Context: an optimization exercise on an open-source flow, tuned for small area, a short achievable clock period and few clock cycles per item. The choices shown serve that exercise and are no tape-out recipe. In this exercise RTL edits were held to simulation tests only and were not proved equivalent to the original. Power figures rest on the tool's default switching activity, not on a simulated workload.

$ cat design.v
module csum_unit #(
    parameter [15:0] RXB         = 16'h4000,
    parameter [15:0] TXB         = 16'h8000,
    parameter [15:0] RXBUF_SIZE  = 16'd1536,
    parameter [15:0] TXBUF_SIZE  = 16'd1536
) (
    input  wire        clk,
    input  wire        rst,           
    input  wire        cmd_valid,
    output wire        cmd_ready,
    input  wire [31:0] cmd_seed,
    input  wire [15:0] cmd_addr,
    input  wire [15:0] cmd_len,
    output wire        mem_req,
    input  wire        mem_gnt,
    output wire [13:0] mem_waddr,
    input  wire [31:0] mem_rdata,
    output wire        rsp_valid,
    output wire        rsp_err,
    output wire [15:0] rsp_sum
);
    localparam [2:0] S_IDLE = 3'd0,
                     S_REQ  = 3'd1,
                     S_DATA = 3'd2,
                     S_FOLD = 3'd3,
                     S_RESP = 3'd4;
    reg [2:0]  state;
    reg [31:0] acc;
    reg [16:0] start;      
    reg [16:0] stop;       
    reg [13:0] waddr;      
    reg        err;
    wire [16:0] cmd_end = {1'b0, cmd_addr} + {1'b0, cmd_len};
    wire in_rx = (cmd_addr >= RXB) && (cmd_end <= {1'b0, RXB} + {1'b0, RXBUF_SIZE});
    wire in_tx = (cmd_addr >= TXB) && (cmd_end <= {1'b0, TXB} + {1'b0, TXBUF_SIZE});
    wire cmd_ok = in_rx || in_tx;
    reg [17:0] word_sum;
    integer k;
    always @(*) begin
        word_sum = 18'd0;
        for (k = 0; k < 4; k = k + 1) begin
            if (({1'b0, waddr, 2'b00} + k >= start) && ({1'b0, waddr, 2'b00} + k < stop)) begin
                if (k[0] == start[0])
                    word_sum = word_sum + {2'b00, mem_rdata[8*k +: 8], 8'h00};
                else
                    word_sum = word_sum + {10'd0, mem_rdata[8*k +: 8]};
            end
        end
    end
    wire last_word = ({1'b0, waddr, 2'b00} + 17'd4) >= stop;
    always @(posedge clk) begin
        if (rst) begin
            state <= S_IDLE;
            acc   <= 32'd0;
            start <= 17'd0;
            stop  <= 17'd0;
            waddr <= 14'd0;
            err   <= 1'b0;
        end else begin
            case (state)
                S_IDLE: begin
                    if (cmd_valid) begin
                        acc   <= cmd_seed;
                        start <= {1'b0, cmd_addr};
                        stop  <= cmd_end;
                        waddr <= cmd_addr[15:2];
                        err   <= !cmd_ok;
                        if (!cmd_ok)
                            state <= S_RESP;
                        else if (cmd_len == 16'd0)
                            state <= S_FOLD;
                        else
                            state <= S_REQ;
                    end
                end
                S_REQ: begin
                    if (mem_gnt)
                        state <= S_DATA;
                end
                S_DATA: begin
                    acc <= acc + {14'd0, word_sum};
                    if (last_word) begin
                        state <= S_FOLD;
                    end else begin
                        waddr <= waddr + 14'd1;
                        state <= S_REQ;
                    end
                end
                S_FOLD: begin
                    if (acc[31:16] != 16'd0)
                        acc <= {16'd0, acc[15:0]} + {16'd0, acc[31:16]};
                    else
                        state <= S_RESP;
                end
                S_RESP: begin
                    state <= S_IDLE;
                end
                default: state <= S_IDLE;
            endcase
        end
    end
    assign cmd_ready = (state == S_IDLE);
    assign mem_req   = (state == S_REQ);
    assign mem_waddr = waddr;
    assign rsp_valid = (state == S_RESP);
    assign rsp_err   = err;
    assign rsp_sum   = err ? 16'd0 : acc[15:0];
endmodule
$ cat run.sh
#!/bin/bash
# synth_recipe.tcl (not shown) runs the flow's synth.tcl, then flattens the netlist and writes it again
# the make line also repeats each setting of config.mk as NAME=value (left out here)
make -C /OpenROAD-flow-scripts/flow DESIGN_CONFIG=/design/flow/config.mk WORK_HOME=/design/flow/orfs CLKGATE_MAP_FILE= SYNTH_SCRIPT=/design/flow/synth_recipe.tcl finish
$ cat config.mk
export PLATFORM = sky130hd
export DESIGN_NAME = csum_unit
export DESIGN_NICKNAME = csum_unit
export VERILOG_FILES = /design/flow/design.v
export SDC_FILE = /design/flow/constraint.sdc
export NUM_CORES = 4
export LEC_CHECK = 0
export CAP_MARGIN = 20
export CORE_MARGIN = 2
export CORE_UTILIZATION = 40
export SLEW_MARGIN = 20
$ cat constraint.sdc
create_clock -name core_clock -period 10.0 [get_ports {clk}]
set_input_delay 2.0000 -clock core_clock [delete_from_list [all_inputs] [get_ports {clk}]]
set_output_delay 2.0000 -clock core_clock [all_outputs]
set_load 0.01 [all_outputs]
==> results by group <==
Routing
  • Post-Route WL: 33790 um
  • DRT Pass-1 Iters: 5
  • Wirelength per Cell: 17.59 um
  • DR iter-0 viols: 861
  • Vias/cell: 5.782
  • DRT antenna net count: 0
  • Routed via count: 11107
  • # DRC: 0

Timing
  • RSZ-0062 raised after global routing: false
  • Worst Clk Skew: 0.01660 ns
  • Final setup viols: 0
  • Min Tclk post-route: 9.371 ns
  • Setup TNS: 0 ns
  • Final cycle utilization of the critical path: 0.9371
  • Slew margin rel.: 0.3214
  • Slew @ Worst Pin: 1.018 ns
  • Max-slew violations: 0
  • Final number of hold-violating endpoints: 0
  • Max Clk Rate: 106.7 MHz

Cells and area
  • Layout area overhead: 18.60%
  • Post-route insts no fill: 1921
  • Layout cell share with drive strength beyond 1: 0.05253
  • Post-layout nets: 1837
  • # fillers: 2711
  • Ant diodes: 0

Worst hold path
  • Hold Crit Depth: 2
  • Min-delay worst type: reg2reg
  • WHS Endpoint: stop[9]
  • Worst hold start: stop[9]

Power
  • Pint: 1.301 mW
  • Switching fraction of total power: 0.4744
  • Combinational Power Share: 0.669
  • P_sw: 1.174 mW
  • Total power: 2.475 mW
  • Power per cell area: 191.1 nW/um^2
  • P_leak: 5.630 nW
  • Max VDD drop: 100.4 uV
  • Clock power frac: 0.153
  • Sequential Power Share: 0.178

Synthesis
  • Post-synth top cells: a21oi_1 (174), ha_1 (153), nand2_1 (141), nor2_1 (101), inv_1 (95)
  • Number of synthesized register bits: 83
  • Leading area contributor after synthesis: ha_1
  • Synthesized area: 10920 um^2
  • Synth warnings: 1
  • Post-synth EDFFs: 0
  • Post-synth net total: 1731
  • Dominant cell by count in the synthesized netlist: a21oi_1
  • Syn Area/Cell: 7.435 um^2
  • Sequential share of the synthesized area: 0.1521
  • Most common flop cell mapped by yosys: dfxtp_1
  • Ranking of synthesized cells by area: ha_1 (18%), dfxtp_1 (15%), a21oi_1 (8.0%), nand2_1 (4.8%), xnor2_1 (4.3%)
  • Gate Count Post-Synth: 1469
  • Synth top area share: 0.1753
  • Async set-reset flop share out of synthesis: 0
  • Distinct cells, synth: 91

Critical path
  • Worst path most repeated cell: a21oi_1
  • CP arrival: 9.57 ns
  • Worst setup SP type: input pin
  • RR Startpoint: waddr[3]
  • CP required: 10.20 ns
  • R2R Setup Slk: 0.76 ns
  • Worst Setup End Kind: flop
  • Max stage delay cell, worst path: or4b_1
  • Worst-path fanout max: 7
  • WS Path Type: in2reg
  • Reg2reg path depth: 41
  • CP max stage delay: 0.53 ns
  • Reg-to-Reg End: acc[23]

Clock network
  • Clock slew at reported path FFs: 0.07 ns
  • H-tree levels: 3
  • Clock sink count: 83
  • CTS tree: built
  • CTS buffer count: 9
  • Root Buffer: clkbuf_16
  • Post-CTS Setup Inserts: 0
  • Clock tree buffer depth: 2
  • Clock latency (worst-skew pair): 0.36 ns

Placed design
  • Hpwl dp: 26510 um
  • IO Port Bufs: 133
  • Placed insts: 1905
  • GPL Wtd Cong: 0.9079

Job
  • Max_cap viols: 0

GRT
  • Largest net degree at the start of global routing: 91
  • Vias in the first global route: 10552
  • First-pass GRT wire length: 53820 um
  • Initial antenna violation count: 0
  • All-layer global routing usage: 0.2312
  • Grt ovf: 0

Die
  • Core Rows: 60
  • I/O pin total: 134
  • Chip width: 169.2 um
  • Total core area: 26880 um^2
  • Starting Density: 0.4064
  • Total Die Area: 28640 um^2
  • Die height: 169.2 um

Outcome
  • Status: finished clean
-- critical path, delay by kind of cell --
family,cells,cell delay [ns]
compound gates,15,2.61
fa+ha+maj,4,1.31
buf+inv,3,0.72
mux,2,0.55
simple gates,13,2.38
-- per-layer routing --
| metal | part of all wire | track usage | wire [um] | vias up |
|---|---|---|---|---|
| met5 | 0 | 0 | 0 | - |
| met4 | 0.014 | 0.05500 | 473 | 0 |
| met3 | 0.048 | 0.02565 | 1618 | 37 |
| met2 | 0.47 | 0.3934 | 15810 | 275 |
| met1 | 0.47 | 0.3131 | 15890 | 5209 |
| li1 | - | - | - | 5586 |
-- what timing repair did --
item / in CTS / in global routing
setup endpoints to repair: 0 / 12
gates resized for setup: 0 / 8
hold buffers: 0 / 0
-- metrics by stage --
stage / cell area, um^2 / utilization / setup slack (ns) / hold slack [ns]
2_1_floorplan: 10920 / - / 1.345 / 0.4363
5_1_grt: 12950 / 0.4820 / 0.02301 / 0.4732
3_5_place_dp: 12600 / 0.4687 / -0.002911 / 0.4465
6_report: 12950 / 0.4820 / 0.6287 / 0.4574
4_1_cts: 12920 / 0.4808 / 0.2985 / 0.4571
3_3_place_gp: 12600 / 0.4687 / 0.2195 / 0.4431
-- state kept, by name, indices dropped and copies added, names as in the netlist --
name and flops:
start 16, acc 32, stop 17, waddr 14, err 1, state 3
-- power by group through the flow --
stage / combinational, mW / sequential (mW) / clock [mW]
after global placement: 1.61 / 0.446 / 0
after CTS: 1.65 / 0.440 / 0.386
after global routing: 1.86 / 0.448 / 0.398
after floorplan: 1.24 / 0.421 / 0
after detailed placement: 1.63 / 0.447 / 0
final: 1.66 / 0.440 / 0.379
-- kinds of logic (layout without fill, tap and decap cells) --
| logic type | Yosys count | count (layout) | share of synthesized area |
|---|---|---|---|
| multiplexers | 23 | 23 | 0.02142 |
| AO/OA/AOI/OAI | 463 | 463 | 0.2792 |
| buffers and inverters | 152 | 263 | 0.05361 |
| adder cells (fa/ha/maj) | 162 | 162 | 0.1918 |
| flip-flops | 83 | 83 | 0.1521 |
| AND/OR/NAND/NOR | 502 | 502 | 0.2345 |
| XOR/XNOR | 84 | 84 | 0.06736 |
-- worst max-delay path by stage --
stage               slack (ns)      end    startpoint
floorplan                 1.35  acc[25]  mem_rdata[0]
global placement          0.22  acc[24]  mem_rdata[0]
detailed placement      -0.003  acc[28]  mem_rdata[0]
CTS                       0.30  acc[28]  mem_rdata[0]
global route              0.02  acc[25]  mem_rdata[0]
finish                    0.63  acc[23]  mem_rdata[4]
-- placed cells by master, fill, tap and decap left out, types with 8 or more instances in the layout --
cell             instances
nor4_1                  19
nor3_1                  31
buf_4                   18
a31oi_1                 12
nand3_1                 44
o31ai_1                 15
or3_1                   17
a21oi_1                173
nand2_1                141
o32ai_1                  8
o21a_1                  16
and2_1                  12
a21o_1                  43
or2_2                    9
and3_1                  23
a211oi_1                17
ha_1                   153
dfxtp_1                 83
xnor2_1                 53
inv_1                   95
nand2b_1                16
clkbuf_16                9
o22ai_1                  8
clkdlybuf4s50_1        132
nor2_1                 100
o21ai_0                 73
nand4_1                 15
mux2i_1                 20
fa_1                     9
nor2b_1                 39
o21bai_1                10
xor2_1                  31
-- cell type report --
class / instances / area (um^2) / area share
multi-input cells: 1234 / 8718 / 0.6730
clock buffers: 10 / 229.0 / 0.01768
repair buffers: 151 / 1461 / 0.1128
flip-flops and latches: 83 / 1662 / 0.1283
clock inverters: 6 / 96.34 / 0.007437
well taps: 341 / 426.7 / 0.03294
inverters: 96 / 360.3 / 0.02782
Testbench counts, summed over its fixed seeds: cycles 123,830, items 512.

## separate check: timing with driven ports
The results above use ideal ports. As a check the final layout listed here was re-extracted and re-timed, cells and wires unchanged. Step 1, drivers: a clkbuf_16 drives clk and a buf_2 each remaining input, both assumed. Step 2 adds t to the input delays and takes it off the output delays; t is the mean of the earliest and latest rising clock arrival at the registers after step 1. Input paths then give back, and output paths get back, about the clock's delay inside the block. Three values: ideal, step 1, step 2; two values: the first two.
t (ns): 0.401
setup slack, ns: 0.629 / 0.637 / 0.236
worst setup path at the end: input to register
latest minus earliest clock arrival (ns): 0.017 / 0.017
worst slew at a driven data input, ns: 0.04
After both steps setup and hold are still met in this run. For this run, drivers alone change the setup slack by +0.008 ns; drivers and shift together by -0.393 ns.
